From an optimization exercise on the open Yosys and OpenROAD flow, aimed at small area, a short achievable clock period and few clock cycles; shortcuts taken in it are not production practice. In this exercise RTL edits were held to simulation tests only and were not proved equivalent to the original. Power and IR drop assume default switching activity.

File: design/flow/config.mk
export PLATFORM = sky130hd
export DESIGN_NAME = pllsolv
export DESIGN_NICKNAME = pllsolv
export VERILOG_FILES = /design/flow/design.v
export SDC_FILE = /design/flow/constraint.sdc
export NUM_CORES = 4
export LEC_CHECK = 0
export CAP_MARGIN = 20
export CORE_MARGIN = 2
export CORE_UTILIZATION = 40
export SLEW_MARGIN = 20
File: design/flow/constraint.sdc
create_clock -name core_clock -period 10.0 [get_ports {clk}]
set_input_delay 2.0000 -clock core_clock [delete_from_list [all_inputs] [get_ports {clk}]]
set_output_delay 2.0000 -clock core_clock [all_outputs]
set_load 0.01 [all_outputs]
File: design/flow/design.v
module pllsolv (
    input  wire        clk,
    input  wire        rst,
    input  wire        wr_en,
    input  wire [5:0]  wr_addr,
    input  wire [31:0] wr_data,
    input  wire [5:0]  rd_addr,
    output reg  [31:0] rd_data
);
    localparam [5:0] A_CMD    = 6'h00, A_STATUS = 6'h01, A_MCLK = 6'h02,
                     A_FS     = 6'h03, A_BITS   = 6'h04, A_VCLKIN = 6'h05,
                     A_VFSREF = 6'h06, A_VR     = 6'h07, A_VJ   = 6'h08,
                     A_VD     = 6'h09, A_VP     = 6'h0A;
    localparam [5:0] A_SEL  = 6'h10, A_P = 6'h11, A_R = 6'h12, A_J = 6'h13,
                     A_D    = 6'h14, A_BCK = 6'h15, A_FRAME = 6'h16,
                     A_FMT  = 6'h17, A_VALID = 6'h18, A_PLLOUT = 6'h19,
                     A_N    = 6'h1A, A_DIAG = 6'h1B, A_CAND = 6'h1C;
    localparam [7:0] E_OK = 8'h00, E_MCLK = 8'h01, E_WIDTH = 8'h02,
                     E_NOPLL = 8'h03, E_FS = 8'h10, E_DIV = 8'h11,
                     E_ILLEGAL = 8'h12;
    localparam [3:0] S_IDLE = 4'd0,  S_DEC = 4'd1,  S_DMUL = 4'd2,
                     S_DDIV = 4'd3,  S_NW  = 4'd4,  S_BA   = 4'd5,
                     S_X5   = 4'd6,  S_FQ  = 4'd7,  S_INT  = 4'd8,
                     S_PJ   = 4'd9,  S_BCK = 4'd10, S_V1   = 4'd11,
                     S_V2   = 4'd12, S_V3  = 4'd13, S_V4   = 4'd14;
    localparam [1:0] DM_MUL = 2'd0, DM_ALN = 2'd1, DM_DIV = 2'd2, DM_X5 = 2'd3;
    reg [31:0] r_mclk, r_fs, r_bits, r_vclkin, r_vfsref;
    reg [31:0] r_vr, r_vj, r_vd, r_vp;
    reg        st_busy, st_done, st_ovr;
    reg [7:0]  st_err;
    reg        res_sel;          
    reg [3:0]  res_p;
    reg        res_r;
    reg [5:0]  res_j;
    reg [13:0] res_d;
    reg [6:0]  res_bck;
    reg        res_w16, res_w24;
    reg [3:0]  res_valid;
    reg [26:0] res_pllout;
    reg        res_nv, res_n3;
    reg [4:0]  res_nk;
    reg [3:0]  res_outcome;
    reg [1:0]  res_mode;
    reg        res_exact;
    reg [31:0] res_cand;
    reg [2:0]  l_op;
    reg        l_ill;
    reg [31:0] l_a;              
    reg        l_fz;             
    reg [31:0] l_w;              
    reg [3:0]  l_vro;            
    wire [4:0]  v_r = l_w[28:24];
    wire [5:0]  v_j = l_w[23:18];
    wire [13:0] v_d = l_w[17:4];
    wire [3:0]  v_p = l_w[3:0];
    reg [3:0]  state;
    reg        vret;             
    reg [47:0] acc, xr;
    reg [31:0] qr;
    reg [5:0]  cnt;
    reg [1:0]  dmode;
    reg        dbusy, aovf, xovf;
    reg [25:0] x2;
    reg [24:0] x3;
    reg [4:0]  k2, k3;
    reg        ok2, ok3;
    reg [31:0] br, sr, fr, tr;
    reg [6:0]  bq;
    reg [13:0] fq, y;
    reg [3:0]  pp;
    reg [6:0]  j0;
    reg        pwact, pwfound;
    reg [4:0]  wp;               
    reg [3:0]  wj;
    reg signed [5:0] wz;
    reg        wdone;
    reg        q5run, q5bad;
    reg        cv, cd10k;
    reg [3:0]  cj;
    reg [4:0]  cp;
    reg [13:0] cd;
    reg [31:0] ce;
    reg        bfound;
    reg [31:0] be;
    reg        slowm, alow;
    function [28:0] t_inhi;      
        input [3:0] p;
        t_inhi = 29'd20000001 * p;
    endfunction
    function [26:0] t_inlo1;     
        input [3:0] p;
        t_inlo1 = 27'd6667000 * p;
    endfunction
    function [23:0] t_inlo0;     
        input [3:0] p;
        t_inlo0 = 24'd1000000 * p;
    endfunction
    function [43:0] t_outlo;     
        input [3:0] p;
        t_outlo = 44'd640000000000 * p;
    endfunction
    function [43:0] t_outhi;     
        input [3:0] p;
        t_outhi = 44'd1000000010000 * p;
    endfunction
    reg  [3:0] tp;
    always @(*) begin
        if (state == S_PJ || vret)
            tp = cp[3:0];
        else if (state == S_INT)
            tp = pp;
        else
            tp = v_p;
    end
    wire in_hi  = l_a >= {3'd0, t_inhi(tp)};
    wire in_lo1 = l_a <  {5'd0, t_inlo1(tp)};
    wire in_lo0 = l_a <  {8'd0, t_inlo0(tp)};
    wire out_lo = !aovf && (acc < {4'd0, t_outlo(tp)});
    wire out_hi = aovf || (acc >= {4'd0, t_outhi(tp)});
    wire        dsub = (dmode == DM_DIV) || (dmode == DM_ALN);
    wire [47:0] dopnd = (dmode == DM_X5) ? {acc[45:0], 2'b00} : xr;
    wire [48:0] dsum = {1'b0, acc} + {1'b0, dsub ? ~dopnd : dopnd} + {48'd0, dsub};
    wire        aln4 = (xr[47:44] == 4'd0) && ({xr[43:0], 4'd0} <= acc);
    wire        aln1 = !xr[47] && ({xr[46:0], 1'b0} <= acc);
    wire nw2_4 = x2 <= 26'd3125000;      
    wire nw2_1 = x2 <= 26'd25000000;     
    wire nw3_4 = x3 <= 25'd2083333;      
    wire nw3_1 = x3 <= 25'd16666666;     
    wire nwdone = !(ok2 && nw2_1) && !(ok3 && nw3_1);
    wire [26:0] b2 = {x2, 1'b0};
    wire [26:0] b3 = {2'b00, x3} + {1'b0, x3, 1'b0};
    wire        pick2 = ok2 && (!ok3 || b2 >= b3);
    wire [26:0] bsel = pick2 ? b2 : b3;
    wire [31:0] n_val = res_n3 ? (32'd3 << res_nk) : (32'd2 << res_nk);
    wire [32:0] sr_sum = {1'b0, sr} + {1'b0, br};
    wire [33:0] sr_dif = {1'b0, sr_sum} - {2'b00, l_a};
    wire        sr_c   = !sr_dif[33];
    wire [31:0] sr_nxt = sr_c ? sr_dif[31:0] : sr_sum[31:0];
    wire [32:0] tr_sum = {1'b0, tr} + {1'b0, fr};
    wire [33:0] tr_dif = {1'b0, tr_sum} - {2'b00, l_a};
    wire        tr_c   = !tr_dif[33];
    wire [31:0] tr_nxt = tr_c ? tr_dif[31:0] : tr_sum[31:0];
    wire [6:0] bq_z = (bq > 7'd31) ? 7'd31 : bq;
    wire [7:0] j0_nxt = {1'b0, j0} + {1'b0, bq} + {7'd0, sr_c};
    wire        w_emit = !wz[5];
    wire [32:0] tr2    = {tr, 1'b0};
    wire        w_rup  = tr2 > {1'b0, l_a};
    wire [13:0] w_d    = y + {13'd0, w_rup};
    wire [31:0] w_e    = w_rup ? (l_a - tr) : tr;
    wire        w_d10k = (wz != 6'sd0) || (w_d == 14'd10000);
    wire signed [5:0] wz_j = w_emit ? wz - 6'sd1 : wz;
    wire        w_pstep = wz_j[5];
    wire signed [7:0] wz_p = {{2{wz_j[5]}}, wz_j} + $signed({1'b0, bq_z}) + $signed({7'd0, sr_c});
    wire [13:0] y_nxt = y + fq + {13'd0, tr_c} - (sr_c ? 14'd10000 : 14'd0);
    wire [35:0] e_new_x = ce * res_p;
    wire [35:0] e_old_x = be * cp[3:0];
    wire        c_better = !bfound || (e_new_x < e_old_x);
    reg  [3:0]  c_out;
    always @(*) begin
        if (cd10k)                         c_out = 4'h7;
        else if (cp[4])                    c_out = 4'h8;
        else if (in_hi)                    c_out = 4'h2;
        else if (vret ? out_lo : alow)     c_out = 4'h3;
        else if (vret && out_hi)           c_out = 4'h4;
        else if (cd == 14'd0 ? in_lo0 : in_lo1) c_out = 4'h1;
        else                               c_out = 4'h0;
    end
    reg [3:0] v_out;
    always @(*) begin
        if (out_lo)                         v_out = 4'h3;
        else if (out_hi)                    v_out = 4'h4;
        else if (v_d == 14'd0)              v_out = in_lo0 ? 4'h1 : 4'h0;
        else if (in_lo1)                    v_out = 4'h1;
        else if (v_j < 6'd4 || v_j > 6'd11) v_out = 4'h6;
        else if (v_r != 5'd1)               v_out = 4'h5;
        else                                v_out = 4'h0;
    end
    reg [3:0] i_out;
    always @(*) begin
        if (j0 > 7'd63)                        i_out = 4'h6;
        else if (in_hi)                        i_out = 4'h2;
        else if (res_pllout < 27'd64000000)    i_out = 4'h3;
        else if (in_lo0)                       i_out = 4'h1;
        else                                   i_out = 4'h0;
    end
    wire       vr_ok = (r_vr[31:5] == 27'd0) && (r_vr[4:0] != 5'd0) && (r_vr[4:0] <= 5'd16);
    wire       vj_ok = (r_vj[31:6] == 26'd0) && (r_vj[5:0] != 6'd0);
    wire       vd_ok = (r_vd[31:14] == 18'd0) && (r_vd[13:0] <= 14'd9999);
    wire       vp_ok = (r_vp[31:4] == 28'd0) && (r_vp[3:0] != 4'd0);
    wire [3:0] vro   = !vr_ok ? 4'h5 : !vj_ok ? 4'h6 : !vd_ok ? 4'h7 : !vp_ok ? 4'h8 : 4'h0;
    wire cmd_wr = wr_en && (wr_addr == A_CMD);
    wire accept = cmd_wr && !st_busy;
    wire is_val = (wr_data[31:3] == 29'd0) && (wr_data[2:0] == 3'd1);
    wire wl_ok  = (l_w == 32'd16) || (l_w == 32'd24);
    always @(posedge clk) begin
        if (rst) begin
            r_mclk   <= 32'd0;
            r_fs     <= 32'd0;
            r_bits   <= 32'd0;
            r_vclkin <= 32'd0;
            r_vfsref <= 32'd0;
            r_vr     <= 32'd0;
            r_vj     <= 32'd0;
            r_vd     <= 32'd0;
            r_vp     <= 32'd0;
        end else if (wr_en) begin
            case (wr_addr)
                A_MCLK:   r_mclk   <= wr_data;
                A_FS:     r_fs     <= wr_data;
                A_BITS:   r_bits   <= wr_data;
                A_VCLKIN: r_vclkin <= wr_data;
                A_VFSREF: r_vfsref <= wr_data;
                A_VR:     r_vr     <= wr_data;
                A_VJ:     r_vj     <= wr_data;
                A_VD:     r_vd     <= wr_data;
                A_VP:     r_vp     <= wr_data;
                default: ;
            endcase
        end
    end
    task finish;
        input [7:0] err;
        begin
            st_busy <= 1'b0;
            st_done <= 1'b1;
            st_err  <= err;
            state   <= S_IDLE;
            if (err != E_OK) begin
                res_sel   <= 1'b0;
                res_p     <= 4'd0;
                res_r     <= 1'b0;
                res_j     <= 6'd0;
                res_d     <= 14'd0;
                res_bck   <= 7'd0;
                res_w16   <= 1'b0;
                res_w24   <= 1'b0;
                res_valid <= 4'd0;
                res_mode  <= 2'd0;
                res_exact <= 1'b0;
            end
        end
    endtask
    task finish_wl;
        begin
            if (wl_ok) begin
                res_w16   <= (l_w == 32'd16);
                res_w24   <= (l_w == 32'd24);
                finish(E_OK);
            end else begin
                finish(E_WIDTH);
            end
        end
    endtask
    task dp_start;
        input [1:0]  mode;
        input [47:0] a_in;
        input [47:0] x_in;
        input [31:0] q_in;
        input [5:0]  c_in;
        begin
            dmode <= mode;
            acc   <= a_in;
            xr    <= x_in;
            qr    <= q_in;
            cnt   <= c_in;
            dbusy <= 1'b1;
            aovf  <= 1'b0;
            xovf  <= 1'b0;
        end
    endtask
    always @(posedge clk) begin
        if (rst) begin
            state       <= S_IDLE;
            st_busy     <= 1'b0;
            st_done     <= 1'b0;
            st_ovr      <= 1'b0;
            st_err      <= 8'd0;
            res_sel     <= 1'b0;
            res_p       <= 4'd0;
            res_r       <= 1'b0;
            res_j       <= 6'd0;
            res_d       <= 14'd0;
            res_bck     <= 7'd0;
            res_w16     <= 1'b0;
            res_w24     <= 1'b0;
            res_valid   <= 4'd0;
            res_pllout  <= 27'd0;
            res_nv      <= 1'b0;
            res_n3      <= 1'b0;
            res_nk      <= 5'd0;
            res_outcome <= 4'hF;
            res_mode    <= 2'd0;
            res_exact   <= 1'b0;
            res_cand    <= 32'hFFFFFFFF;
            dbusy       <= 1'b0;
            pwact       <= 1'b0;
            q5run       <= 1'b0;
            cv          <= 1'b0;
            vret        <= 1'b0;
        end else begin
            if (dbusy) begin
                case (dmode)
                    DM_MUL: begin
                        if (qr[0]) begin
                            acc <= dsum[47:0];
                            if (dsum[48] || xovf) aovf <= 1'b1;
                        end
                        xovf <= xovf | xr[47];
                        xr   <= {xr[46:0], 1'b0};
                        qr   <= {1'b0, qr[31:1]};
                        if (qr[31:1] == 31'd0) dbusy <= 1'b0;
                    end
                    DM_X5: begin
                        acc <= dsum[47:0];
                        if (dsum[48] || acc[47] || acc[46]) aovf <= 1'b1;
                        cnt <= cnt - 6'd1;
                        if (cnt == 6'd0) dbusy <= 1'b0;
                    end
                    default: begin
                        if (dmode == DM_ALN && aln4) begin
                            xr  <= {xr[43:0], 4'd0};
                            cnt <= cnt + 6'd4;
                        end else if (dmode == DM_ALN && aln1) begin
                            xr  <= {xr[46:0], 1'b0};
                            cnt <= cnt + 6'd1;
                        end else begin
                            dmode <= DM_DIV;
                            if (dsum[48]) acc <= dsum[47:0];
                            qr  <= {qr[30:0], dsum[48]};
                            xr  <= {1'b0, xr[47:1]};
                            cnt <= cnt - 6'd1;
                            if (cnt == 6'd0) dbusy <= 1'b0;
                        end
                    end
                endcase
            end
            if (ok2 && nw2_1) begin
                if (nw2_4) begin x2 <= {x2[21:0], 4'd0}; k2 <= k2 + 5'd4; end
                else       begin x2 <= {x2[24:0], 1'b0}; k2 <= k2 + 5'd1; end
            end
            if (ok3 && nw3_1) begin
                if (nw3_4) begin x3 <= {x3[20:0], 4'd0}; k3 <= k3 + 5'd4; end
                else       begin x3 <= {x3[23:0], 1'b0}; k3 <= k3 + 5'd1; end
            end
            if (pwact) begin
                if (sr == 32'd0) begin
                    pwact   <= 1'b0;
                    pwfound <= 1'b1;
                end else if (pp == 4'd15) begin
                    pwact   <= 1'b0;
                end else begin
                    sr <= sr_nxt;
                    pp <= pp + 4'd1;
                    j0 <= j0_nxt[7] ? 7'd127 : (j0_nxt[6:0] > 7'd64 ? 7'd64 : j0_nxt[6:0]);
                end
            end
            if (q5run && !dbusy) begin
                q5run   <= 1'b0;
                q5bad   <= (qr == 32'd0) || (qr > 32'd128);
                res_bck <= qr[6:0] - 7'd1;
            end
            case (state)
                S_IDLE: ;
                S_DEC: begin
                    if (l_ill) begin
                        finish(E_ILLEGAL);
                    end else if (l_op == 3'd1) begin
                        if (l_vro != 4'h0) begin
                            res_outcome <= l_vro;
                            finish(E_OK);
                        end else if (in_hi) begin
                            res_outcome <= 4'h2;
                            finish(E_OK);
                        end else begin
                            state <= S_V1;
                        end
                    end else if (l_op == 3'd4) begin
                        if (wl_ok) res_valid <= 4'h8;
                        finish_wl;
                    end else if (l_a == 32'd0) begin
                        finish(E_MCLK);
                    end else if (l_fz) begin
                        finish(E_FS);
                    end else if (l_w == 32'd0) begin
                        finish(E_WIDTH);
                    end else if (l_op == 3'd3) begin
                        state <= S_NW;
                    end else begin
                        state <= S_DMUL;
                    end
                end
                S_DMUL: if (!dbusy) begin
                    if (aovf || acc > {16'd0, l_a}) begin
                        if (l_op == 3'd2) finish(E_OK);
                        else              state <= S_NW;
                    end else begin
                        dp_start(DM_ALN, {16'd0, l_a}, acc, 32'd0, 6'd0);
                        state <= S_DDIV;
                    end
                end
                S_DDIV: if (!dbusy) begin
                    if (acc != 48'd0) begin
                        if (l_op == 3'd2) finish(E_OK);
                        else              state <= S_NW;
                    end else if (qr < 32'd2 || qr > 32'd257) begin
                        finish(E_DIV);
                    end else begin
                        res_sel  <= 1'b0;
                        res_bck  <= qr[7:1] - 7'd1;
                        res_mode <= 2'd1;
                        if (l_op == 3'd2) begin
                            res_valid <= 4'h5;
                            finish(E_OK);
                        end else begin
                            res_valid <= 4'hD;
                            finish_wl;
                        end
                    end
                end
                S_NW: if (nwdone) begin
                    if (!ok2 && !ok3) begin
                        finish(E_NOPLL);
                    end else begin
                        res_pllout <= bsel;
                        res_nv     <= 1'b1;
                        res_n3     <= !pick2;
                        res_nk     <= pick2 ? k2 : k3;
                        dp_start(DM_ALN, {21'd0, bsel}, {16'd0, l_a}, 32'd0, 6'd0);
                        state <= S_BA;
                    end
                end
                S_BA: if (!dbusy) begin
                    br  <= acc[31:0];
                    sr  <= acc[31:0];
                    bq  <= (qr > 32'd64) ? 7'd64 : qr[6:0];
                    j0  <= (qr > 32'd64) ? 7'd64 : qr[6:0];
                    pp  <= 4'd1;
                    pwact   <= 1'b1;
                    pwfound <= 1'b0;
                    dp_start(DM_X5, {acc[43:0], 4'd0}, 48'd0, 32'd0, 6'd3);
                    state <= S_X5;
                end
                S_X5: if (pwfound) begin
                    state <= S_INT;
                end else if (!dbusy) begin
                    dp_start(DM_DIV, acc, {3'd0, l_a, 13'd0}, 32'd0, 6'd13);
                    state <= S_FQ;
                end
                S_FQ: if (pwfound) begin
                    state <= S_INT;
                end else if (!dbusy && !pwact) begin
                    fq <= qr[13:0];
                    fr <= acc[31:0];
                    y  <= qr[13:0];
                    tr <= acc[31:0];
                    sr <= br;
                    wp <= 5'd1;
                    wj <= 4'd4;
                    wz <= $signed({1'b0, bq_z[4:0]}) - 6'sd4;
                    wdone  <= 1'b0;
                    cv     <= 1'b0;
                    bfound <= 1'b0;
                    slowm  <= !(res_pllout <= 27'd99785252 &&
                                (res_pllout >= 27'd64214749 || res_pllout <= 27'd63785251));
                    alow   <= res_pllout <= 27'd63785251;
                    q5run  <= 1'b1;
                    dp_start(DM_ALN, {16'd0, n_val}, {12'd0, l_w, 4'd0}, 32'd0, 6'd0);
                    state <= S_PJ;
                end
                S_INT: begin
                    res_outcome <= i_out;
                    if (i_out == 4'h0) begin
                        res_r     <= 1'b1;
                        res_j     <= j0[5:0];
                        res_p     <= pp;
                        res_d     <= 14'd0;
                        res_mode  <= 2'd2;
                        res_exact <= 1'b1;
                        q5run     <= 1'b1;
                        dp_start(DM_ALN, {16'd0, n_val}, {12'd0, l_w, 4'd0}, 32'd0, 6'd0);
                        state <= S_BCK;
                    end else begin
                        finish(E_NOPLL);
                    end
                end
                S_PJ: begin
                    if (cv && !slowm) begin
                        res_cand[{cj - 4'd4, 2'b00} +: 4] <= c_out;
                        if (c_out == 4'h0 && c_better) begin
                            bfound <= 1'b1;
                            res_j  <= {2'b00, cj};
                            res_p  <= cp[3:0];
                            res_d  <= cd;
                            be     <= ce;
                        end
                    end
                    if (cv && slowm) begin
                        if (!dbusy && !q5run) begin
                            vret <= 1'b1;
                            dp_start(DM_MUL, 48'd0, {16'd0, l_a}, {28'd0, cj}, 6'd0);
                            state <= S_V2;
                        end
                    end else if (!wdone) begin
                        cv <= w_emit;
                        if (w_emit) begin
                            cj    <= wj;
                            cp    <= wp;
                            cd    <= w_d;
                            ce    <= w_e;
                            cd10k <= w_d10k;
                            wj    <= wj + 4'd1;
                            if (wj == 4'd11) wdone <= 1'b1;
                        end
                        if (w_pstep && !(w_emit && wj == 4'd11)) begin
                            wp <= wp[4] ? wp : wp + 5'd1;
                            sr <= sr_nxt;
                            tr <= tr_nxt;
                            y  <= y_nxt;
                            wz <= (wz_p > 8'sd31) ? 6'sd31 : wz_p[5:0];
                        end else begin
                            wz <= wz_j;
                        end
                    end else begin
                        cv <= 1'b0;
                        if (!cv && !q5run) begin
                            if (!bfound) begin
                                finish(E_NOPLL);
                            end else begin
                                res_r     <= 1'b1;
                                res_mode  <= 2'd3;
                                res_exact <= (be == 32'd0);
                                if (q5bad) begin
                                    finish(E_DIV);
                                end else begin
                                    res_sel <= 1'b1;
                                    if (l_op == 3'd3) begin
                                        res_valid <= 4'h7;
                                        finish(E_OK);
                                    end else begin
                                        res_valid <= 4'hF;
                                        finish_wl;
                                    end
                                end
                            end
                        end
                    end
                end
                S_BCK: if (!q5run) begin
                    if (q5bad) begin
                        finish(E_DIV);
                    end else begin
                        res_sel <= 1'b1;
                        if (l_op == 3'd3) begin
                            res_valid <= 4'h7;
                            finish(E_OK);
                        end else begin
                            res_valid <= 4'hF;
                            finish_wl;
                        end
                    end
                end
                S_V1: if (!dbusy) begin
                    dp_start(DM_MUL, 48'd0, acc, {26'd0, v_j}, 6'd0);
                    state <= S_V2;
                end
                S_V2: if (!dbusy) begin
                    dp_start(DM_X5, {acc[43:0], 4'd0}, 48'd0, 32'd0, 6'd3);
                    aovf  <= aovf || (acc[47:44] != 4'd0);
                    state <= S_V3;
                end
                S_V3: if (!dbusy) begin
                    dp_start(DM_MUL, acc, {16'd0, l_a}, {18'd0, vret ? cd : v_d}, 6'd0);
                    aovf  <= aovf;
                    state <= S_V4;
                end
                S_V4: if (!dbusy) begin
                    if (vret) begin
                        vret <= 1'b0;
                        cv   <= 1'b0;
                        res_cand[{cj - 4'd4, 2'b00} +: 4] <= c_out;
                        if (c_out == 4'h0 && c_better) begin
                            bfound <= 1'b1;
                            res_j  <= {2'b00, cj};
                            res_p  <= cp[3:0];
                            res_d  <= cd;
                            be     <= ce;
                        end
                        state <= S_PJ;
                    end else begin
                        res_outcome <= v_out;
                        finish(E_OK);
                    end
                end
                default: state <= S_IDLE;
            endcase
            if (cmd_wr) begin
                if (st_busy) begin
                    st_ovr <= 1'b1;
                end else begin
                    l_op  <= wr_data[2:0];
                    l_ill <= (wr_data[31:8] != 24'd0) || (wr_data[7:0] == 8'd0) ||
                             (wr_data[7:0] > 8'd5);
                    l_a   <= is_val ? r_vclkin : r_mclk;
                    l_fz  <= (r_fs == 32'd0);
                    l_w   <= is_val ? {3'd0, r_vr[4:0], r_vj[5:0], r_vd[13:0], r_vp[3:0]}
                                    : r_bits;
                    l_vro <= vro;
                    dp_start(DM_MUL, 48'd0, {16'd0, is_val ? r_vclkin : r_fs},
                             is_val ? {27'd0, r_vr[4:0]} : r_bits, 6'd0);
                    x2  <= r_fs[25:0];
                    x3  <= r_fs[24:0];
                    k2  <= 5'd0;
                    k3  <= 5'd0;
                    ok2 <= (r_fs <= 32'd50000000);
                    ok3 <= (r_fs <= 32'd33333333);
                    pwact <= 1'b0;
                    q5run <= 1'b0;
                    cv    <= 1'b0;
                    vret  <= 1'b0;
                    res_sel     <= 1'b0;
                    res_p       <= 4'd0;
                    res_r       <= 1'b0;
                    res_j       <= 6'd0;
                    res_d       <= 14'd0;
                    res_bck     <= 7'd0;
                    res_w16     <= 1'b0;
                    res_w24     <= 1'b0;
                    res_valid   <= 4'd0;
                    res_pllout  <= 27'd0;
                    res_nv      <= 1'b0;
                    res_outcome <= 4'hF;
                    res_mode    <= 2'd0;
                    res_exact   <= 1'b0;
                    res_cand    <= 32'hFFFFFFFF;
                    st_busy     <= 1'b1;
                    st_done     <= 1'b0;
                    st_ovr      <= 1'b0;
                    st_err      <= 8'd0;
                    state       <= S_DEC;
                end
            end
        end
    end
    always @(*) begin
        rd_data = 32'd0;
        case (rd_addr)
            A_STATUS: rd_data = {16'd0, st_err, 5'd0, st_ovr, st_done, st_busy};
            A_MCLK:   rd_data = r_mclk;
            A_FS:     rd_data = r_fs;
            A_BITS:   rd_data = r_bits;
            A_VCLKIN: rd_data = r_vclkin;
            A_VFSREF: rd_data = r_vfsref;
            A_VR:     rd_data = r_vr;
            A_VJ:     rd_data = r_vj;
            A_VD:     rd_data = r_vd;
            A_VP:     rd_data = r_vp;
            default:  rd_data = 32'd0;
        endcase
        if (st_busy) begin
            case (rd_addr)
                A_DIAG: rd_data = 32'h0000000F;
                A_CAND: rd_data = 32'hFFFFFFFF;
                default: ;
            endcase
        end else begin
            case (rd_addr)
                A_SEL:    rd_data = {30'd0, res_sel, res_sel};
                A_P:      rd_data = {28'd0, res_p};
                A_R:      rd_data = {31'd0, res_r};
                A_J:      rd_data = {26'd0, res_j};
                A_D:      rd_data = {18'd0, res_d};
                A_BCK:    rd_data = {25'd0, res_bck};
                A_FRAME:  rd_data = {26'd0, res_w24, res_w16, {4{res_w16 | res_w24}}};
                A_FMT:    rd_data = {27'd0, 1'b1, res_w24, 3'd0} & {27'd0, {5{res_w16 | res_w24}}};
                A_VALID:  rd_data = {28'd0, res_valid};
                A_PLLOUT: rd_data = {5'd0, res_pllout};
                A_N:      rd_data = res_nv ? n_val : 32'd0;
                A_DIAG:   rd_data = {25'd0, res_exact, res_mode, res_outcome};
                A_CAND:   rd_data = res_cand;
                default: ;
            endcase
        end
    end
endmodule
File: design/flow/run.sh
#!/bin/bash
# synth_recipe.tcl (not shown) runs the flow's synth.tcl, then flattens the netlist and writes it again
# the make line also repeats each setting of config.mk as NAME=value (left out here)
make -C /OpenROAD-flow-scripts/flow DESIGN_CONFIG=/design/flow/config.mk WORK_HOME=/design/flow/orfs CLKGATE_MAP_FILE= SYNTH_SCRIPT=/design/flow/synth_recipe.tcl finish
==> run notes <==
[worst min-delay path by stage]
stage | from | end | cells after the start
finish | st_err[5] | st_err[5] | 2
global route | st_err[7] | st_err[7] | 2
detailed placement | st_err[5] | st_err[5] | 2
floorplan | st_err[5] | st_err[5] | 2
CTS | st_err[5] | st_err[5] | 2
global placement | st_err[5] | st_err[5] | 2
[metrics by stage]
stage                     std cells  hold WS [ns]  area [sq um]  setup slack, ns
final                         13600         0.432         95900            0.472
after global routing          13600         0.464         95800           0.0492
after CTS                     13600         0.428         95800            0.378
after detailed placement      13400         0.418         91600            0.406
after global placement        13400         0.416         91500            0.594
after floorplan               10800         0.408         87000            0.672
[routing by layer]
| metal | vias to the layer above | share of wire |
|---|---|---|
| met3 | 1392 | 0.12 |
| met2 | 6009 | 0.41 |
| met4 | 36 | 0.075 |
| met1 | 44100 | 0.39 |
| met5 | - | 0.00052 |
| li1 | 39300 | - |
[logic make-up (layout without fill, tap and decap cells)]
family | after synthesis | in the layout | synth area share
adders and majority gates | 957 | 957 | 0.151
muxes | 179 | 179 | 0.0208
and+or+nand+nor | 3716 | 3716 | 0.193
DFF | 977 | 977 | 0.289
buffers and inverters | 1152 | 1097 | 0.0501
AOI/OAI and AO/OA | 3347 | 3347 | 0.251
other | 1 | 43 | 0.0000431
xor gates and xnor gates | 451 | 451 | 0.0454
[critical path, delay by kind of cell (launching register included)]
kind / cells / cell delay [ns]
AOI/OAI and AO/OA: 16 / 4.13
DFF: 1 / 0.48
and+or+nand+nor: 8 / 2.52
xor gates and xnor gates: 1 / 0.17
buffers and inverters: 2 / 0.47
adders and majority gates: 4 / 1.53
[area by class of cell]
type | count | share of cell area
antenna | 41 | 0.00107
multi-input combinational | 8652 | 0.604
tap | 2854 | 0.0372
clock inverter | 91 | 0.0116
clock buffer | 133 | 0.0320
timing repair buffer | 370 | 0.0319
inverter | 503 | 0.0198
sequential | 977 | 0.262
[power groups by stage]
| stage | Combinational, mW | Clock, mW | Sequential [mW] |
|---|---|---|---|
| after floorplan | 1.66 | 0 | 4.52 |
| final | 2.62 | 4.76 | 4.52 |
| after global placement | 2.48 | 0 | 4.59 |
| after detailed placement | 2.50 | 0 | 4.59 |
| after global routing | 2.79 | 4.91 | 4.52 |
| after CTS | 2.52 | 4.76 | 4.50 |
[timing repair]
item / 4_1_cts / 5_1_grt
gates resized for setup: 0 / 1
setup endpoints to repair: 0 / 22
setup buffers: 0 / 0
[cell usage in the layout (no fill, tap or decap), drive strengths merged, types with 77 or more instances in the layout]
cell / count
nand2b: 93
edfxtp: 557
o21a: 80
mux2i: 165
and2: 108
nand3: 237
a211oi: 112
o211ai: 105
nand4: 129
dfxtp: 420
nor2b: 100
xor2: 141
a22oi: 86
inv: 514
nand2: 1825
nor3: 208
buf: 293
a21o: 199
a31oi: 97
fa: 151
o21ai: 635
a21oi: 1120
a221oi: 188
nor2: 635
clkbuf: 133
xnor2: 310
ha: 806
nor4: 121
clkdlybuf4s50: 77
==> parameters.txt <==
Parameter                              Value

Global route
  GR Util All Layers ... 0.380
  GR Util met3 ... 0.112
  Maximum number of pins on one net before global-route repair ... 119
  Vias in the first global route ... 83.8k
  Total overflow reported by the global router ... 0
  Busiest layer in global routing ... met2
  Number of antenna violations at the first check in global routing ... 58
  M2 GR Usage ... 0.551
  Met1 layer usage reported by global route ... 0.492
  Global-route wire length before repair ... 618,000 um

Detailed routing
  Remaining antenna violation count after routing ... 0
  First DRT Iteration DRCs ... 13.7k
  Detailed-route wire length per cell ... 32.1 um
  Count of vias placed by the detailed router ... 90.8k
  Number of DRC violations after detailed routing ... 0
  Routed Wire Length ... 438,000 um
  DR vias/cell ... 6.67
  Number of detailed-route iterations in the first pass ... 10

Yosys
  Count of flip-flops with a built-in enable after synthesis ... 557
  Cell with the most instances after synthesis ... sky130_fd_sc_hd__nand2_1
  Yosys warnings ... 1
  Number of flip-flops and latches in the synthesized netlist ... 977
  Instance count of the mapped netlist ... 10.8k
  Top cells by instance count after synthesis ... sky130_fd_sc_hd__nand2_1, sky130_fd_sc_hd__a21oi_1, sky130_fd_sc_hd__ha_1
  Sequential element share of the synthesized area ... 0.289
  Async set-reset flop share out of synthesis ... 0
  Top cells by area, synth ... sky130_fd_sc_hd__edfxtp_1, sky130_fd_sc_hd__ha_1, sky130_fd_sc_hd__dfxtp_1, sky130_fd_sc_hd__nand2_1, sky130_fd_sc_hd__a21oi_1
  Distinct cells, synth ... 100
  Share of the synthesized area in the top cell type ... 0.192
  Avg Cell Area, Syn ... slightly above 8 sq um
  Netlist Area Pre-Place ... between 0.08 and 0.09 sq mm
  Library cell with the largest summed area after synthesis ... sky130_fd_sc_hd__edfxtp_1
  Top FF cell, synth ... sky130_fd_sc_hd__edfxtp_1

Final layout
  Sequential cell area ... roughly 0.025 sq mm
  Largest registers in the final layout ... acc (48), xr (48)
  End-of-flow core utilization ... 0.443
  Fill cell total of the finished layout ... about 21k
  Fraction of final layout cells with drive strength greater than 1 ... 0.0614
  Area growth, synth to finish ... 10.3%
  Combined area of the multi-input logic cells ... 0.0580 sq mm
  Final net count ... 11.6k

CTS
  Number of buffers created by CTS ... between 100 and 150
  Worst-skew pair later-pin latency ... 0.87 ns
  TritonCTS clock tree ... yes
  H-Tree Depth ... 3
  Count of hold buffers inserted by post-cts repair ... 0
  CTS clock-pin slew for the worst setup and hold paths ... 0.07 ns
  Longest Clk Path Bufs ... 3
  Cell at the root of the clock tree ... sky130_fd_sc_hd__clkbuf_16
  Clock Sink Count ... 977

Setup path
  Biggest fanout along the worst timing path ... 15
  Capture instance of the worst register-to-register path ... xr[3]
  Critical path data arrival time ... ~10 ns
  Slowest cell on the critical path ... sky130_fd_sc_hd__or4b_1
  Startpoint-to-endpoint class of the critical path ... register to register
  Type of element launching the critical path ... register
  Register-to-register path setup slack ... about 0.47 ns
  Crit path from ... state[2]
  Depth of the most critical reg-to-reg path ... 31
  Endpoint kind of the worst setup timing path ... register
  Required time of the critical path ... 10.57 ns
  Maximum cell stage delay along the critical path ... 0.74 ns
  Destination of the critical timing path ... xr[3]
  FF-to-FF Start ... state[2]

Power and ir drop
  Power density of the placed cells ... 124 mW/mm^2
  Internal power ... about 7.9 mW
  Portion of total power attributed to combinational logic ... 0.220
  Share of total power consumed by net switching ... 0.332
  Sum of internal, switching and leakage power ... between 10 and 15 mW
  Leak pwr ... 37.6 nW
  Net switching power of the design ... 3.95 mW
  Fraction of power consumed by the clock network ... 0.400
  Share of power burned in registers ... 0.380
  Maximum ir drop on the vdd rail ... 0.172 mV

Place
  Input/output buffers ... 78
  Global placement routability congestion ... about 1.1
  Sum of net half-perimeters after detailed placement ... 325,000 um

Floorplan
  Core region area ... 0.217 sq mm
  Initial core utilization ... 0.401
  Cell Rows ... 171
  Die Footprint ... 0.221 sq mm
  Die height ... about 470 um
  Horizontal extent of the die ... 470 um
  IO Pins ... 79

Timing
  Share of the clock period used by the worst path ... 0.953
  Setup repair after global routing missed its margin ... false
  Slew Viols, Final ... 0
  Summed negative setup slack over all endpoints ... 0 ns
  Minimum clock period ... approximately 9.5 ns
  Peak Freq ... 105 MHz
  Slew @ Worst Pin ... 1.31 ns
  Number of setup violations in the final report ... 0
  Final clock skew ... 0.127 ns
  Worst slew margin relative to its limit ... 0.126
  Final number of hold-violating endpoints ... 0

Flow run
  Max-Cap Viols ... 0

Min path
  Classification of the worst-slack hold path ... register to register

Outcome
  Result of the run ... complete, no violations
Testbench counts, summed over its fixed seeds: cycles 12,201.

==> afterwards: timing with drivers on the ports <==
Ports are ideal in the flow. The routed layout listed here was re-timed in OpenROAD.
Step 1 assumes that a clkbuf_16 drives the clock port and a buf_2 every other input.
Step 2, shift: input delay + t, output delay - t, t = (earliest + latest rising clock arrival at the registers) / 2. This alone moves slack from input paths to output paths.
a / b / c = ideal ports / drivers / drivers and shift; a / b = the first two.
t, ns: 0.901
setup slack, ns: 0.472 / 0.472 / 0.472
latest minus earliest clock arrival (ns): 0.127 / 0.127
worst register clock-pin slew, ns: 0.07 / 0.07
worst data-port slew with drivers (ns): 0.17
After both steps setup and hold are still met in this run. For this run, drivers alone change the setup slack by 0.000 ns; drivers and shift together by 0.000 ns.
